From an optimization exercise on the open Yosys and OpenROAD flow, aimed at small area; shortcuts taken in it are not production practice.
No functional check of the RTL was part of this run.
The clock cells of this run come from the design's own scripts or RTL, not from TritonCTS.
The clock port is modelled as an ideal driver, which makes a skipped or thinned clock tree look cheaper than it is; a real chip needs a root buffer or a tree.
Power is estimated from default activity; no workload was simulated.

**flow/flow/run.sh**
```bash
#!/bin/bash
# The standard flow's synthesis with an area-oriented ABC mapping script; the standard
# floorplan and placement with the ports buffered with buf_1; a clock tree
# built by hand (flow/my_cts.tcl: one root buffer, eight leaf buffers, one
# per eighth of the flip-flops); then the standard routing and finish.
set -euo pipefail
export OWN_WORK=$PWD
export OWN_ABC_SCRIPT=$PWD/flow/abc_area.script
PORTS="BUFFER_PORTS_ARGS=-buffer_cell sky130_fd_sc_hd__buf_1"
R=$PWD/orfs/results/sky130hd/magicgen/base
bash standard.sh "SYNTH_SCRIPT=$PWD/flow/own_synth.tcl" synth > synth.log 2>&1
bash standard.sh "$PORTS" place > place.log 2>&1
PLAT_DIR=$FLOW_HOME/platforms/sky130hd IN_ODB=$R/3_place.odb IN_SDC=$R/3_place.sdc \
  OUT_ODB=$R/4_1_cts.odb OUT_SDC=$R/4_cts.sdc \
  LEAF_BUF=sky130_fd_sc_hd__clkbuf_8 ROOT_BUF=sky130_fd_sc_hd__clkbuf_4 LEVELS=3 \
  openroad -no_init -exit flow/my_cts.tcl > cts.log 2>&1
cp $R/4_1_cts.odb $R/4_cts.odb
bash standard.sh "$PORTS" finish > layout.log 2>&1
```
**flow/flow/abc_area.script**
```
&get -n
&st
&dch
&nf
&put
```
**flow/flow/my_cts.tcl**
```tcl
# Clock tree built by hand: the clock port drives one root buffer, which
# drives one leaf buffer per quadrant of the flip-flops; each leaf buffer
# drives the flip-flops of its quadrant.
set P $::env(PLAT_DIR)
read_liberty $P/lib/sky130_fd_sc_hd__tt_025C_1v80.lib
read_db $::env(IN_ODB)
read_sdc $::env(IN_SDC)
source $P/setRC.tcl

set db    [ord::get_db]
set block [ord::get_db_block]
set clk   [$block findNet clk]
set leafm [$db findMaster $::env(LEAF_BUF)]
set rootm [$db findMaster $::env(ROOT_BUF)]

set sinks {}
foreach it [$clk getITerms] {
  set inst [$it getInst]
  lassign [$inst getLocation] x y
  lappend sinks [list $it $x $y]
}
puts "clock sinks: [llength $sinks]"

proc median {l} {
  set s [lsort -integer $l]
  return [lindex $s [expr {[llength $s] / 2}]]
}
# split the sinks in halves, alternately by x and by y, LEVELS times
proc split_sinks {g axis} {
  set vs {}; foreach s $g { lappend vs [lindex $s $axis] }
  set m [median $vs]
  set lo {}; set hi {}
  foreach s $g { if {[lindex $s $axis] < $m} { lappend lo $s } else { lappend hi $s } }
  set out {}
  if {[llength $lo]} { lappend out $lo }
  if {[llength $hi]} { lappend out $hi }
  return $out
}
set quads [list $sinks]
for {set l 0} {$l < $::env(LEVELS)} {incr l} {
  set next {}
  foreach g $quads { lappend next {*}[split_sinks $g [expr {1 + $l % 2}]] }
  set quads $next
}

set root [odb::dbInst_create $block $rootm clkbuf_root]
set rnet [odb::dbNet_create $block clknet_root]
$rnet setSigType CLOCK
[$root findITerm A] connect $clk
[$root findITerm X] connect $rnet

set i 0
set rx 0; set ry 0; set n 0
foreach q $quads {
  set leaf [odb::dbInst_create $block $leafm clkbuf_leaf_$i]
  set lnet [odb::dbNet_create $block clknet_leaf_$i]
  $lnet setSigType CLOCK
  set sx 0; set sy 0
  foreach s $q {
    set it [lindex $s 0]
    $it disconnect
    $it connect $lnet
    incr sx [lindex $s 1]; incr sy [lindex $s 2]
  }
  set cx [expr {$sx / [llength $q]}]; set cy [expr {$sy / [llength $q]}]
  $leaf setLocation $cx $cy
  $leaf setPlacementStatus PLACED
  [$leaf findITerm A] connect $rnet
  [$leaf findITerm X] connect $lnet
  incr rx $cx; incr ry $cy; incr n
  puts "leaf $i: [llength $q] flip-flops at $cx $cy"
  incr i
}
$root setLocation [expr {$rx / $n}] [expr {$ry / $n}]
$root setPlacementStatus PLACED

detailed_placement
check_placement
set_propagated_clock [all_clocks]
estimate_parasitics -placement
report_clock_skew
report_check_types -max_slew -max_capacitance -violators
set worst 0.0
foreach pin [get_pins -of_objects [get_nets clknet_leaf_*]] {
  foreach rf {rise fall} {
    set s [get_property $pin slew_max_$rf]
    if {$s > $worst} { set worst $s }
  }
}
puts "worst clock slew: $worst"
report_worst_slack -max
report_worst_slack -min
if {[info exists ::env(OUT_ODB)]} {
  write_db $::env(OUT_ODB)
  write_sdc $::env(OUT_SDC)
}
```
**flow/flow/own_synth.tcl**
```tcl
# The standard flow's synthesis script (synth_recipe.tcl), with the final ABC mapping run
# with an area-oriented script (no buffering or gate upsizing). Registers are
# mapped before this step, so they are the same as in the standard synthesis.
proc abc {args} {
  set i [lsearch -exact $args -script]
  if { $i >= 0 } {
    set args [lreplace $args $i [expr {$i + 1}] -script $::env(OWN_ABC_SCRIPT)]
  }
  yosys abc {*}$args
}
source $::env(OWN_WORK)/synth_recipe.tcl
```
**flow/standard.sh**
```bash
#!/bin/bash
# synth_recipe.tcl (not shown) runs the flow's synth.tcl, then flattens the netlist and writes it again
# the make line also repeats each setting of config.mk as NAME=value (left out here)
make -C /OpenROAD-flow-scripts/flow DESIGN_CONFIG=/design/flow/config.mk WORK_HOME=/design/flow/orfs CLKGATE_MAP_FILE= SYNTH_SCRIPT=/design/flow/synth_recipe.tcl "${@:-finish}"
```
**flow/config.mk**
```make
export PLATFORM = sky130hd
export DESIGN_NAME = magicgen
export DESIGN_NICKNAME = magicgen
export VERILOG_FILES = /design/flow/design.v
export SDC_FILE = /design/flow/constraint.sdc
export NUM_CORES = 4
export LEC_CHECK = 0
export CAP_MARGIN = 20
export CORE_MARGIN = 2
export CORE_UTILIZATION = 40
export PLACE_DENSITY = 0.6
export SLEW_MARGIN = 20
```
**flow/constraint.sdc**
```tcl
create_clock -name core_clock -period 20.0 [get_ports {clk}]
set_input_delay 4.0000 -clock core_clock [delete_from_list [all_inputs] [get_ports {clk}]]
set_output_delay 4.0000 -clock core_clock [all_outputs]
set_load 0.01 [all_outputs]
```
**flow/design.v**
```verilog
module magicgen (
    input  wire         clk,
    input  wire         rst,
    input  wire         cmd_valid,
    output wire         cmd_ready,
    input  wire [129:0] cmd_word,
    output wire         rsp_valid,
    input  wire         rsp_ready,
    output wire [40:0]  rsp_word
);
    localparam [3:0] PH_INIT = 4'd0;
    localparam [3:0] PH_P1   = 4'd1;    
    localparam [3:0] PH_X0   = 4'd2;    
    localparam [3:0] PH_CL2  = 4'd3;    
    localparam [3:0] PH_P2   = 4'd4;    
    localparam [3:0] PH_CL3  = 4'd5;    
    localparam [3:0] PH_P3   = 4'd6;    
    localparam [3:0] PH_FL   = 4'd7;    
    localparam [3:0] PH_MUL  = 4'd8;
    localparam [3:0] PH_HEN  = 4'd9;    
    localparam [3:0] PH_DONE = 4'd10;
    localparam [3:0] PH_CL1  = 4'd11;   
    localparam [3:0] PH_NC   = 4'd13;   
    localparam [3:0] PH_LD   = 4'd12;   
    reg        rv;          
    reg  [3:0] ph;          
    reg  [6:0] cnt;         
    reg [32:0] r1n;         
    wire [32:0] r1 = ~r1n;
    reg [32:0] r2n;         
    wire [32:0] r2 = ~r2n;
    reg [31:0] r3;          
    reg        qs;          
    reg  [2:0] md;          
    wire [1:0]  op = cmd_word[129:128];
    wire [31:0] bw = cmd_word[95:64];
    wire [63:0] a  = cmd_word[63:0];
    wire [31:0] D  = a[31:0];
    wire cMul = ~op[1] & ~op[0];
    wire cS   = ~op[1] &  op[0];
    wire cU   =  op[1] & ~op[0];
    wire cInv =  op[1] &  op[0];
    wire isS   = ~md[1] &  md[0];
    wire isU   =  md[1] & ~md[0];
    wire isInv =  md[1] &  md[0];
    wire neg   =  md[2] & ~md[1] &  md[0];
    wire merr  =  md[2] & (md[1] | ~md[0]);
    wire done = ph[3] & ~ph[2] & ph[1] & ~ph[0];
    assign cmd_ready = ~rv & (~cmd_valid | done);
    assign rsp_valid = rv;
    wire oU = ~md[2] & isU;
    wire oM = isS | oU;
    assign rsp_word = {md[2] & md[1], md[2] & ~(md[1] ^ md[0]), r2[32] & oU,
                       {r3[6], r3[4:0]} & {6{oM}}, r2[31:0]};
    wire in_range = (a[63:32] == 32'h0) || (a[63:31] == {33{1'b1}});
    reg  [1:0] err;
    always @(*) begin
        err = 2'd0;
        if (!cMul && !in_range)            err = 2'd1;
        else if (cInv && !D[0])            err = 2'd3;
    end
    wire p_INI = ~ph[3] & ~ph[2] & ~ph[1] & ~ph[0];
    wire p_P1  = ~ph[3] & ~ph[2] & ~ph[1] &  ph[0];
    wire p_X0  = ~ph[3] & ~ph[2] &  ph[1] & ~ph[0];
    wire p_CL1 =  ph[3] & ~ph[2] &  ph[1] &  ph[0];
    wire p_LD  =  ph[3] &  ph[2] & ~ph[0];
    wire p_NC  =  ph[3] &  ph[2] &  ph[0];
    wire p_CL  = (~ph[3] &  ph[0] & (ph[2] ^ ph[1])) | p_CL1;
    wire p_P2  = ~ph[3] &  ph[2] & ~ph[1] & ~ph[0];
    wire p_P3  = ~ph[3] &  ph[2] &  ph[1] & ~ph[0];
    wire p_FL  = ~ph[3] &  ph[2] &  ph[1] &  ph[0];
    wire p_MUL =  ph[3] & ~ph[2] & ~ph[1] & ~ph[0];
    wire p_HEN =  ph[3] & ~ph[2] & ~ph[1] &  ph[0];
    wire c_0   = ~|cnt;
    wire c_1   = ~|cnt[6:1] & cnt[0];
    wire c_31  = ~cnt[6] & ~cnt[5] & (&cnt[4:0]);
    wire c_32  = ~cnt[6] &  cnt[5] & ~|cnt[4:0];
    wire [6:0] cnt_inc;
    wire       cnt_co;
    rca #(.W(7)) u_inc (.a(cnt), .b(7'd0), .ci(1'b1), .s(cnt_inc), .co(cnt_co));
    wire cnt_end = (cnt == r3[6:0]);
    wire inv1 = ~neg & ~p_HEN & ~p_LD;
    wire [32:0] b1 = {~p_HEN & ~p_LD, D ^ {32{inv1}}};
    wire [32:0] s1;
    wire        ge;
    rca #(.W(33)) u_add1 (.a(r1), .b(b1), .ci(inv1), .s(s1), .co(ge));
    wire c_nx = p_P1 ? ((c_0 & isS) | (c_31 & neg))
              : p_CL ? ((c_31 & isS & ~p_CL1) | (c_32 & isU) | (isInv & p_CL1))
                     : (isU | (isInv & c_32));
    wire        take = p_HEN ? r1[0] : ((ge & ~p_MUL & ~p_CL) | p_LD);
    wire [32:0] sel  = take ? s1 : r1;
    wire [32:0] r1_nxt = p_HEN ? {1'b0, sel[32:1]} : {sel[31:0], c_nx};
    wire y1  = p_P2 & neg & c_1;
    wire g2  = (p_P2 & ~qs) | (p_MUL & r1[32] & ~md[2]) | p_X0;
    wire c2  = (p_P1 | p_X0) ? qs : ((p_P3 | p_FL) ? (qs ^ neg) : (p_P2 & ~y1));
    wire ci2 = p_P2 ? (~qs & neg & ~c_1) : (p_FL & (isS | isU) & ~neg);
    wire x2  = p_X0;
    wire [32:0] b2 = ({1'b0, r3} & {33{g2}}) ^ {33{x2}};
    wire [32:0] s2;
    wire        s2_co;
    rca #(.W(33)) u_add2 (.a({r2[31:0], c2}), .b(b2), .ci(ci2), .s(s2), .co(s2_co));
    wire x_pos  = ~s2[32];
    wire p2_stop = p_P2 & ~c_0 & (x_pos | (isU & cnt[6]));
    wire [6:0] pfin = {cnt[6], cnt[5] | ~cnt[6], cnt[4:0] & {5{cnt[6] | cnt[5]}}};
    wire ph_end = (p_CL & c_32) | (p_HEN & c_31) | p_X0 | p2_stop | p_LD | p_INI;
    wire [6:0] cnt_set = {6'd0, (p_CL & ph[2]) | p_HEN};
    always @(posedge clk) begin
        cnt <= ph_end ? cnt_set : cnt_inc;
        qs  <= p_NC ? qs : ((p_P1 | p_P2 | p_P3) & ge);
    end
    always @(posedge clk) begin
        r1n <= ~r1_nxt;
        if (rst) begin
            rv <= 1'b0;
            ph <= PH_INIT;
        end else if (rv) begin
            if (rsp_ready) rv <= 1'b0;
        end else if (!cmd_valid) begin
            ph <= PH_INIT;
        end else begin
            case (ph)
            PH_INIT: begin
                md       <= (err != 2'd0) ? {1'b1, err[1], err[1] & err[0]}
                                          : {cS & D[31], op};
                r3[31:7] <= bw[31:7];
                r3[6:0]  <= cInv ? 7'd33 : bw[6:0];
                ph       <= PH_CL1;
            end
            PH_P1: begin
                r2n <= ~s2;
                if (ge & ((c_0 & isU) | (c_1 & isS))) begin
                    md <= 3'b110;
                    ph <= PH_LD;
                end else if (c_32) begin
                    ph <= PH_NC;
                end
            end
            PH_NC: begin
                r3 <= isU ? ~r1[32:1] : {1'b0, ~r1[31:1]};
                ph <= PH_X0;
            end
            PH_X0: begin
                r2n <= ~s2;
                ph  <= PH_CL2;
            end
            PH_CL2, PH_CL3: begin
                if (c_32) begin
                    ph  <= ph[2] ? PH_P3 : PH_P2;
                end
            end
            PH_P2: begin
                if (p2_stop) begin
                    r3[6:0] <= pfin;
                    ph      <= PH_CL3;
                end else if (!c_0) begin
                    r2n <= ~s2;
                end
            end
            PH_P3: begin
                r2n <= ~s2;
                if (cnt_end) ph <= PH_FL;
            end
            PH_FL: begin
                r2n <= ~s2;
                ph <= PH_DONE;
            end
            PH_MUL: begin
                r2n <= ~s2;
                if (c_31) ph <= PH_DONE;
            end
            PH_HEN: begin
                if (c_31) begin
                    ph  <= PH_P3;
                end
            end
            PH_CL1: begin
                if (c_32) begin
                    ph  <= (merr | ~(md[2] | md[1] | md[0])) ? PH_LD :
                           (isInv ? PH_HEN : PH_P1);
                end
            end
            PH_LD: begin
                ph  <= PH_MUL;
            end
            PH_DONE: begin
                rv <= 1'b1;
                ph <= PH_INIT;
            end
            default: ph <= PH_INIT;
            endcase
        end
    end
endmodule
module rca #(parameter W = 8) (
    input  wire [W-1:0] a,
    input  wire [W-1:0] b,
    input  wire         ci,
    output wire [W-1:0] s,
    output wire         co
);
    wire [W:0] c;
    assign c[0] = ci;
    genvar i;
    generate
        for (i = 0; i < W; i = i + 1) begin : g_bit
            assign s[i]   = a[i] ^ b[i] ^ c[i];
            assign c[i+1] = (a[i] & b[i]) | (c[i] & (a[i] ^ b[i]));
        end
    endgenerate
    assign co = c[W];
endmodule
```
==> summary.txt <==
Outcome
  – Result of the run: no timing/DRC/antenna violations

Pwr
  – Worst IR Drop VDD: 99.9 uV
  – Power per cell area: 150 nW/um^2
  – Lkg Pwr: ~3.2 nW
  – Sum of internal, switching and leakage power: 1.24 mW

Setup path
  – Endpoint class of the critical path: register
  – Startpoint of the worst-slack reg-to-reg timing path: ph[2]$_SDFFE_PP0P_
  – Path depth of the worst reg2reg path: 47
  – Type of element launching the critical path: primary input
  – Register-to-register setup slack: around 2200 ps
  – Data arrival time of the critical path: 19350 ps
  – Critical-path top delay cell: fa_1
  – Critical path class: primary input to register
  – Most common cell on crit path: fa_1
  – Slowest stage delay, CP: 450 ps
  – CP Data Required Time: between 20000 and 25000 ps
  – Largest fanout on the critical path: 34
  – Worst reg2reg endpoint: ph[3]$_SDFFE_PP0P_

Finish
  – Leading cell type in the layout, fill and taps excluded: buf_1
  – Area growth syn-to-layout: 15.0%
  – Final cell count without fillers: ~1100
  – Most frequent cells in the layout: buf_1 (144), nand2_1 (100), edfxtp_1 (69), fa_1 (64), mux2i_1 (60)
  – Number of nets in the layout: roughly 1000
  – Fraction of final layout cells sized beyond drive strength 1: 3.10%

Timing
  – Worst clock skew on the final layout: between 15 and 20 ps
  – Worst setup margin: 953 ps
  – Ratio of final minimum period to clock period: 95.2%
  – Count of final max-slew check failures: 0
  – Final hold violation count: 0
  – Max-slew headroom: 32.7%
  – TNS Setup: 0 ps
  – F_max: 0.0525 GHz
  – Time the worst path needs with I/O delays and setup: approximately 19000 ps
  – Unrepaired setup endpoints after global routing: no
  – Transition time at the pin with the least slew margin: 1010 ps
  – Total setup violations reported at the end of the flow: 0

Synth
  – Number of warnings issued by yosys: 1
  – Synth area leader: edfxtp_1
  – Combinational family with the most area after synthesis: adder cells
  – Avg Cell Area, Syn: 10.7 um^2
  – Synth top area share: roughly 29%
  – Sequential fraction of the synthesis area: between 40% and 50%
  – Adder and majority cell fraction of the synthesized area: a little under 20%
  – Net count of the mapped netlist: approximately 890
  – Largest cells by area after synthesis: edfxtp_1 (29%), fa_1 (18%), dfxtp_1 (12%)
  – Number of unique standard cell types used by synthesis: 40
  – Synthesized-area fraction occupied by ao, oa, aoi and oai cells: 7.36%
  – Post-synthesis mux area share: between 8 and 9%
  – Post-synthesis simple-gate area fraction: 15.6%
  – Post-Synth XOR/XNOR Area: 5.09%
  – Cell area after technology mapping: 7230 um^2
  – Fraction of synthesis flops using an asynchronous set or reset pin: 0%
  – Number of synthesized flops with an enable pin: 69
  – Gate count of the mapped netlist: 678
  – Commonest register cell after synthesis: edfxtp_1
  – Synthesized flop and latch total: 114

Route
  – Final ANT Viol Nets: 0
  – Detailed router's first-iteration violation count: 252
  – Routed wire per std cell: 15.7 um
  – Drt drc: 0
  – Count of vias placed by the detailed router: 5352
  – Via-per-instance ratio: ~5.0
  – Number of iterations in the first detailed-routing pass: 5
  – Final routed wirelength across all metal layers: around 17000 um

GRT
  – Antenna violations before repair: 1
  – Global routing usage on met3: 1.56%
  – Overall global routing resource usage: roughly 17%
  – Overflow left after global routing: 0
  – First-pass GRT wire length: 27800 um
  – Largest net degree at the start of global routing: 35
  – Global route hottest layer: met2
  – Number of global-route vias before repair: about 5400
  – Met2 track utilization from global routing: 28.3%
  – Met1 track utilization from global routing: 26.4%

Hold path
  – Worst hold path type: register to register
  – Number of cells on the worst hold path: 2
  – Hold path startpoint: rv$_SDFF_PP0_
  – Endpoint, Worst Hold: rv$_SDFF_PP0_

Placed design
  – Setup slack after placement: between 300 and 400 ps
  – Post-DP HPWL: approximately 13000 um
  – Buffers added on ports: around 140
  – # placed instances: around 1100
  – Weighted congestion reported at the end of routability-driven placement: 0.884

Floorplan
  – Y dimension of the die: between 100 and 150 um
  – Total core area: 17800 um^2
  – Number of rows in the core area: 49
  – Count of boundary I/O pins: roughly 180
  – Starting density of the core: roughly two fifths
  – Die boundary width: 138 um
  – Die Footprint: 19200 um^2

Clock network
  – CTS clk-pin slew, worst paths: about 80 ps
  – Clock latency reported for the late side of the worst-skew pair: 470 ps

Flow run
  – MaxCap Viol Count: 0
-- sequential cells by signal (all words and copies together), names as in the netlist --
register	count
r1n	33
md	3
ph	4
rv	1
r2n	33
r3	32
cnt	7
qs	1
-- Yosys cell counts, types with 2 or more instances --
cell	number
a21o_1	2
o32ai_1	2
nor2_1	54
nand2_1	101
fa_1	64
dfxtp_1	45
xor2_1	36
nand4_1	12
or4b_1	2
a211oi_1	10
nand2b_1	3
o211ai_1	2
clkinv_1	52
nor4_1	15
mux2_1	2
nand3b_1	2
and2_0	10
a21oi_1	43
mux2i_1	60
and3_1	4
o21ai_0	16
edfxtp_1	69
nor2b_1	8
nor3b_1	2
a22oi_1	8
ha_1	10
nor3_1	6
nor4b_1	2
nand3_1	18
or3_1	3
xnor2_1	6
-- kinds of logic (layout without fill, tap and decap cells) --
kind of cell               count (synthesis)  in the layout
other                                      0              1
AOI/OAI and AO/OA                         90             90
and+or+nand+nor                          244            244
muxes                                     62             62
DFF                                      114            114
xor gates and xnor gates                  42             42
buffers and inverters                     52            213
adders and majority gates                 74             74
-- stage by stage --
stage                     instance area (um^2)  hold WS, ps  util, %
after detailed placement                  8180          541     45.8
after global placement                    8180          530     45.8
after floorplan                           7240          488        -
final                                     8310          545     46.6
after global routing                      8310          582     46.6
-- report_power, final --
part           leakage [nW]  switching [mW]  internal (mW)
Sequential             1.01          0.0901          0.363
Combinational          2.14           0.380          0.303
Clock                0.0621          0.0698         0.0379
Total                  3.22           0.540          0.703
-- metal layers --
metal	wire, um	vias up
met3	825	15
met2	7520	149
li1	-	2696
met4	195	0
met5	0	-
met1	8190	2492
-- cell type report --
| class | instances | area [um^2] |
|---|---|---|
| flip-flops and latches | 114 | 2970 |
| diodes | 1 | 2.50 |
| multi-input cells | 512 | 4130 |
| repair buffers | 152 | 613 |
| plain buffers | 9 | 118 |
| fillers | 1740 | 9530 |
| inverters | 52 | 195 |
| well taps | 229 | 287 |
-- worst max-delay path: cells and delay by family --
kind                       cells  cell delay (ps)
and+or+nand+nor                2              210
AOI/OAI and AO/OA              2              330
muxes                          2              720
buffers and inverters          3              510
adders and majority gates     32            13560
-- worst max path at each step --
stage / cells past startpoint / slack (ps) / start / end
after floorplan: 39 / 250 / cmd_word[0] / r1n[1]$_DFF_P_
after global placement: 41 / 440 / cmd_word[0] / r1n[1]$_DFF_P_
after detailed placement: 41 / 370 / cmd_word[0] / r1n[1]$_DFF_P_
after global routing: 41 / 360 / cmd_word[0] / r1n[1]$_DFF_P_
final: 41 / 950 / cmd_word[0] / r1n[1]$_DFF_P_

static timing again, ports no longer ideal:
The flow's constraints put no driver on any port. The routed layout listed below was extracted and timed again, unchanged, in two steps. Step 1 (the two cells are an assumption about what drives the block):
set clk [get_ports {clk}]
set_driving_cell -lib_cell sky130_fd_sc_hd__clkbuf_16 $clk
set_driving_cell -lib_cell sky130_fd_sc_hd__buf_2 [delete_from_list [all_inputs] $clk]
Step 2, shift: input delay + t, output delay - t, t = (earliest + latest rising clock arrival at the registers) / 2. This alone moves slack from input paths to output paths. Three values: ideal, step 1, step 2; two values: the first two.
t (ns): 0.495
setup WS [ns]: 0.953 / 0.960 / 0.465
latest minus earliest clock arrival (ns): 0.018 / 0.018
After both steps setup and hold are still met in this run. For this run, drivers alone change the setup slack by +0.007 ns; drivers and shift together by -0.488 ns.
